Source: an optimization exercise on an open RTL-to-GDS flow (aim: small area, a short achievable clock period and few clock cycles). Production flows keep margins and buffers that such runs may drop. In this exercise RTL edits were held to simulation tests only and were not proved equivalent to the original. Power and IR drop assume default switching activity.

Setup of S:
==> flow/design.v <==
module corr_engine #(
    parameter TIMEOUT_TICKS = 10,
    parameter SEQ_RESET     = 0
) (
    input  wire       clk,
    input  wire       rst,           
    input  wire       cmd_valid,
    output wire       cmd_ready,
    input  wire [1:0] cmd_op,        
    input  wire [7:0] cmd_seq,       
    output reg        ev_valid,
    input  wire       ev_ready,
    output reg  [3:0] ev_code,
    output reg  [7:0] ev_seq
);
    localparam NE = TIMEOUT_TICKS;   
    localparam [1:0] OP_SEND    = 2'd0;
    localparam [1:0] OP_RESOLVE = 2'd1;
    localparam [1:0] OP_TICK    = 2'd2;
    localparam [3:0] EV_SEND_ACCEPTED = 4'h1;
    localparam [3:0] EV_SEND_REJECTED = 4'h2;
    localparam [3:0] EV_RESPONSE      = 4'h3;
    localparam [3:0] EV_TIMEOUT       = 4'h4;
    localparam [3:0] EV_UNMATCHED     = 4'hA;
    localparam [7:0] REASON_SEQ_BUSY  = 8'h01;
    integer i;
    genvar gr, gc;
    reg  [254:0] pend_valid;         
    reg  [7:0]   seq_ctr;
    reg          s_v;
    reg  [1:0]   s_op;
    reg  [7:0]   s_seq;
    reg          c_v;
    reg          c_send, c_res, c_tick;
    reg  [7:0]   c_seq;              
    reg  [15:0]  c_row, c_col;       
    reg          c_spec;             
    reg          last_rej;           
    reg          tk;                 
    reg          b_v;
    reg  [3:0]   b_code;
    reg  [7:0]   b_seq;
    reg  [7:0]   ctr_nx;             
    reg  [15:0]  m_reg;
    reg  [3:0]   m_row;
    reg  [7:0]   ep_start [0:NE-1];
    reg  [NE-1:0] ep_used;
    reg  [NE-1:0] ep_wrap;
    wire [255:0] vext = {1'b0, pend_valid};
    wire [15:0]  rowdata;
    generate
        for (gc = 0; gc < 16; gc = gc + 1) begin : g_rd
            wire [15:0] colbits;
            for (gr = 0; gr < 16; gr = gr + 1) begin : g_rb
                assign colbits[gr] = vext[16*gr + gc];
            end
            assign rowdata[gc] = |(colbits & c_row);
        end
    endgenerate
    wire hit_raw = |(rowdata & c_col);
    wire         xc_empty = !ep_used[0] || ep_wrap[1];
    wire [7:0]   xc_lo    = ep_wrap[0] ? seq_ctr : ep_start[0];
    wire [7:0]   xc_hi    = ep_start[1];
    wire [7:0]   xc_hm    = xc_hi - 8'd1;
    wire         xc_wrap  = (xc_lo >= xc_hi);
    wire         xc_hnz   = (xc_hi != 8'd0);
    reg          x_stale;
    reg          x_empty, x_wrap, x_hnz, x_jump;
    reg  [7:0]   x_lo, x_hm;
    reg  [3:0]   x_first, x_last;
    always @(posedge clk) begin
        x_empty <= xc_empty;
        x_wrap  <= xc_wrap;
        x_hnz   <= xc_hnz;
        x_lo    <= xc_lo;
        x_hm    <= xc_hm;
        x_first <= (xc_wrap && xc_hnz) ? 4'd0 : xc_lo[7:4];
        x_last  <= xc_wrap ? 4'd15 : xc_hm[7:4];
        x_jump  <= xc_wrap && (xc_hm[7:4] < xc_lo[7:4]);
    end
    wire [3:0]   r       = c_seq[7:4];
    wire [3:0]   r_next  = (x_jump && r == x_hm[7:4]) ? x_lo[7:4] : r + 4'd1;
    wire [15:0]  rmask;
    generate
        for (gc = 0; gc < 16; gc = gc + 1) begin : g_mask
            wire ge_lo = (r > x_lo[7:4]) || (r == x_lo[7:4] && gc >= x_lo[3:0]);
            wire le_hm = (r < x_hm[7:4]) || (r == x_hm[7:4] && gc <= x_hm[3:0]);
            assign rmask[gc] = x_wrap ? (ge_lo || (le_hm && x_hnz)) : (ge_lo && le_hm);
        end
    endgenerate
    reg          m_any;              
    reg  [3:0]   m_col;
    always @* begin
        m_col = 4'd0;
        for (i = 15; i >= 0; i = i - 1)
            if (m_reg[i]) m_col = i;
    end
    wire [15:0]  m_low    = 16'd1 << m_col;
    wire h_free    = !ev_valid || ev_ready;
    wire emit_to   = m_any && !b_v;
    wire exec_sr   = c_v && (c_send || c_res) && !m_any && !b_v;
    wire force_rej = c_spec && last_rej;
    wire hit       = hit_raw || (c_send && force_rej);
    wire send_try  = exec_sr && c_send && !force_rej;    
    wire send_ok   = send_try && !hit_raw;
    wire t_act     = c_v && c_tick && !x_stale;
    wire t_empty   = !tk && x_empty;
    wire t_rowok   = tk || (r == x_first);
    wire m_room    = !m_any;
    wire t_read    = t_act && !t_empty && t_rowok && m_room;
    wire t_reload  = t_act && !t_empty && !t_rowok;
    wire t_last    = t_read && (r == x_last);
    wire t_done    = (t_act && t_empty) || t_last;
    wire t_adv     = t_read && !t_last;
    wire c_nop     = c_v && !(c_send || c_res || c_tick);    
    wire c_done    = exec_sr || t_done || c_nop;
    wire c_load    = !c_v || c_done;
    assign cmd_ready = !s_v;
    wire   cmd_fire  = cmd_valid && !s_v;
    wire       n_v   = s_v || cmd_valid;
    wire [1:0] n_op  = s_v ? s_op  : cmd_op;
    wire [7:0] n_seq = s_v ? s_seq : cmd_seq;
    wire [7:0] ctr_inc  = ctr_nx;
    wire [7:0] ctr_inc2 = (ctr_nx == 8'd254) ? 8'd0 : ctr_nx + 8'd1;
    wire       ctr_step = send_try;                           
    wire [7:0] ctr_spec = ctr_step ? ctr_inc : seq_ctr;
    reg  [7:0] a_next;
    always @* begin
        if (c_load)
            a_next = (n_op == OP_SEND) ? ctr_spec :
                     (n_op == OP_TICK) ? {x_first, 4'd0} : n_seq;
        else if (t_reload)
            a_next = {x_first, 4'd0};
        else if (t_adv)
            a_next = {r_next, 4'd0};
        else
            a_next = c_seq;
    end
    wire [3:0] eh_code = m_any ? EV_TIMEOUT : c_send ? EV_SEND_REJECTED : EV_RESPONSE;
    wire [3:0] em_code = m_any ? EV_TIMEOUT : c_send ? EV_SEND_ACCEPTED : EV_UNMATCHED;
    wire [7:0] eh_seq  = m_any ? {m_row, m_col} : c_send ? REASON_SEQ_BUSY : c_seq;
    wire [7:0] em_seq  = m_any ? {m_row, m_col} : c_seq;
    wire [3:0] e_code  = hit ? eh_code : em_code;
    wire [7:0] e_seq   = hit ? eh_seq  : em_seq;
    wire [3:0] hh_code = b_v ? b_code : eh_code;
    wire [3:0] hm_code = b_v ? b_code : em_code;
    wire [7:0] hh_seq  = b_v ? b_seq  : eh_seq;
    wire [7:0] hm_seq  = b_v ? b_seq  : em_seq;
    wire        wen  = (exec_sr && !(c_send && force_rej)) || t_read;
    wire        wval = c_send && !rst;
    wire [15:0] wrow = {16{rst}} | ({16{wen}} & c_row);
    wire [15:0] wcol = {16{rst}} | (t_read ? rmask : c_col);
    generate
        for (gr = 0; gr < 16; gr = gr + 1) begin : g_wr
            for (gc = 0; gc < 16; gc = gc + 1) begin : g_wc
                if (16*gr + gc < 255) begin : g_bit
                    always @(posedge clk)
                        if (wrow[gr] && wcol[gc])
                            pend_valid[16*gr + gc] <= wval;
                end
            end
        end
    endgenerate
    always @(posedge clk) begin
        c_seq <= a_next;
        for (i = 0; i < 16; i = i + 1) begin
            c_row[i] <= (a_next[7:4] == i);
            c_col[i] <= (a_next[3:0] == i);
        end
        if (c_load) begin
            c_send <= (n_op == OP_SEND);
            c_res  <= (n_op == OP_RESOLVE);
            c_tick <= (n_op == OP_TICK);
            c_spec <= ctr_step;
        end
        if (cmd_fire && !c_load) begin
            s_op  <= cmd_op;
            s_seq <= cmd_seq;
        end
        if (exec_sr && c_send)
            last_rej <= hit;
        if (!b_v) begin
            b_code <= e_code;
            b_seq  <= e_seq;
        end
        if (t_read)
            m_row <= r;
        x_stale <= t_done || (send_ok && ep_used[0] && (ep_wrap[0] || ctr_inc == ep_start[0] || ctr_inc == ep_start[1]));
        if (rst) begin
            s_v      <= 1'b0;
            c_v      <= 1'b0;
            tk       <= 1'b0;
            m_reg    <= 16'd0;
            m_any    <= 1'b0;
            seq_ctr  <= SEQ_RESET;
            ctr_nx   <= SEQ_RESET + 1;
            ev_valid <= 1'b0;
            b_v      <= 1'b0;
            ep_used  <= {NE{1'b0}};
            ep_wrap[NE-1]  <= 1'b0;
            ep_start[NE-1] <= SEQ_RESET;
        end else begin
            if (c_load)
                c_v <= n_v;
            if (c_load && s_v)
                s_v <= 1'b0;
            else if (cmd_fire && !c_load)
                s_v <= 1'b1;
            if (t_reload || t_adv)
                tk <= 1'b1;
            else if (t_done)
                tk <= 1'b0;
            if (t_read) begin
                m_reg <= rowdata & rmask;
                m_any <= |(rowdata & rmask);
            end else if (emit_to) begin
                m_reg <= m_reg & ~m_low;
                m_any <= |(m_reg & ~m_low);
            end
            if (h_free) begin
                ev_valid <= b_v || emit_to || exec_sr;
                ev_code <= hit ? hh_code : hm_code;
                ev_seq  <= hit ? hh_seq  : hm_seq;
            end
            if (h_free)
                b_v <= 1'b0;
            else if (emit_to || exec_sr)
                b_v <= 1'b1;
            if (send_ok) begin
                seq_ctr <= ctr_inc;
                ctr_nx  <= ctr_inc2;
                ep_used[NE-1] <= 1'b1;
            end
            for (i = 0; i < NE; i = i + 1)
                if (send_try && ctr_nx == ep_start[i] && !hit_raw)
                    ep_wrap[i] <= 1'b1;
            if (t_done) begin
                for (i = 0; i < NE-1; i = i + 1) begin
                    ep_start[i] <= ep_start[i+1];
                    ep_used[i]  <= ep_used[i+1];
                    ep_wrap[i]  <= ep_wrap[i+1];
                end
                ep_start[NE-1] <= seq_ctr;
                ep_used[NE-1]  <= 1'b0;
                ep_wrap[NE-1]  <= 1'b0;
            end
        end
    end
endmodule
clock: 7.5 ns
lec_check: 0
cap_margin: 20
core_margin: 2
core_utilization: 40
setup_slack_margin: 4.4
slew_margin: 20
run.sh (not shown) runs the stock make flow with config.mk's settings and CLKGATE_MAP_FILE= SYNTH_SCRIPT=/design/flow/synth_recipe.tcl, a recipe that flattens the netlist after the stock synthesis.
Testbench counts of S, summed over its fixed seeds: cycles 25,242.
Relative to S, the following input files were edited for R:
--- a/flow/design.v
+++ b/flow/design.v
@@ -66,4 +66,6 @@
     wire         xc_hnz   = (xc_hi != 8'd0);
     reg          x_stale;
+    reg          sa_d;               
+    reg          ctr_chg;            
     reg          x_empty, x_wrap, x_hnz, x_jump;
     reg  [7:0]   x_lo, x_hm;
@@ -104,4 +106,10 @@
     wire send_try  = exec_sr && c_send && !force_rej;    
     wire send_ok   = send_try && !hit_raw;
+    wire s_a       = send_try && ep_used[0] && (ep_wrap[0] || ctr_nx == ep_start[0] || ctr_nx == ep_start[1]);
+    reg  [NE-1:0] f_hit;
+    always @* begin
+        for (i = 0; i < NE; i = i + 1)
+            f_hit[i] = ctr_chg && (seq_ctr == ep_start[i]);
+    end
     wire t_act     = c_v && c_tick && !x_stale;
     wire t_empty   = !tk && x_empty;
@@ -186,5 +194,6 @@
         if (t_read)
             m_row <= r;
-        x_stale <= t_done || (send_ok && ep_used[0] && (ep_wrap[0] || ctr_inc == ep_start[0] || ctr_inc == ep_start[1]));
+        x_stale <= t_done || s_a || sa_d;
+        sa_d    <= s_a;
         if (rst) begin
             s_v      <= 1'b0;
@@ -200,4 +209,5 @@
             ep_wrap[NE-1]  <= 1'b0;
             ep_start[NE-1] <= SEQ_RESET;
+            ctr_chg  <= 1'b0;
         end else begin
             if (c_load)
@@ -232,12 +242,12 @@
                 ep_used[NE-1] <= 1'b1;
             end
-            for (i = 0; i < NE; i = i + 1)
-                if (send_try && ctr_nx == ep_start[i] && !hit_raw)
-                    ep_wrap[i] <= 1'b1;
+            ctr_chg <= send_ok;
+            if (!t_done)
+                ep_wrap <= ep_wrap | f_hit;
             if (t_done) begin
                 for (i = 0; i < NE-1; i = i + 1) begin
                     ep_start[i] <= ep_start[i+1];
                     ep_used[i]  <= ep_used[i+1];
-                    ep_wrap[i]  <= ep_wrap[i+1];
+                    ep_wrap[i]  <= ep_wrap[i+1] || f_hit[i+1];
                 end
                 ep_start[NE-1] <= seq_ctr;
Findings:
- R reached the final stage; the timing, design-rule and antenna checks on its layout passed.
- In the final design statistics, R uses more standard cells in total than S.
- [compare] base=S new=R: HPWL after detailed placement decreased 2000 um; hold slack decreased 0.029 ns; final critical path time including I/O delays and setup decreased 0.20 ns; minimum setup slack in the final design increased 0.20 ns; xor/xnor cell area share of the yosys netlist increased 0.54 points.
- The routed wire length per instance number comes out lower for R vs S.
- Diff S -> R | share of the synthesized area in compound gates (AO/OA/AOI/OAI) | decrease of 0.25 points
- The post-placement setup slack was comparable across S and R.
- Delta (R minus S): power after layout held steady, depth of the worst register-to-register path shrank by 2, post-CTS repair timing setup buffer count shrank by 15.
- Worst reg-to-reg setup slack (R over S): increase, 0.20 ns
- Re share of total power in combinational logic: S was lower than R.
Testbench counts of R, summed over its fixed seeds: cycles 25,242.

[re-timing with driven ports]
In the flow no input, the clock included, has a driving cell. The finished layouts below were timed again as built, in two steps. Step 1 (the two cells are an assumption about what drives the block):
set clk [get_ports {clk}]
set_driving_cell -lib_cell sky130_fd_sc_hd__clkbuf_16 $clk
set_driving_cell -lib_cell sky130_fd_sc_hd__buf_2 [delete_from_list [all_inputs] $clk]
Step 2 times the ports against the registers' clock, not the clock port: input delays grow and output delays shrink by t, the midpoint of the rising clock arrivals with the driver on. Three values: ideal, step 1, step 2; two values: the first two.
run	t (ns)	setup slack, ns	worst setup path at the end	latest minus earliest clock arrival (ns)
S	0.668	4.275 / 4.275 / 3.839	input to register	0.030 / 0.030
R	0.665	4.474 / 4.466 / 3.846	input to register	0.031 / 0.031
After both steps every run listed still meets setup and hold. The setup slack of R, which loses most, moves by -0.008 ns with the drivers and by -0.628 ns with both steps.
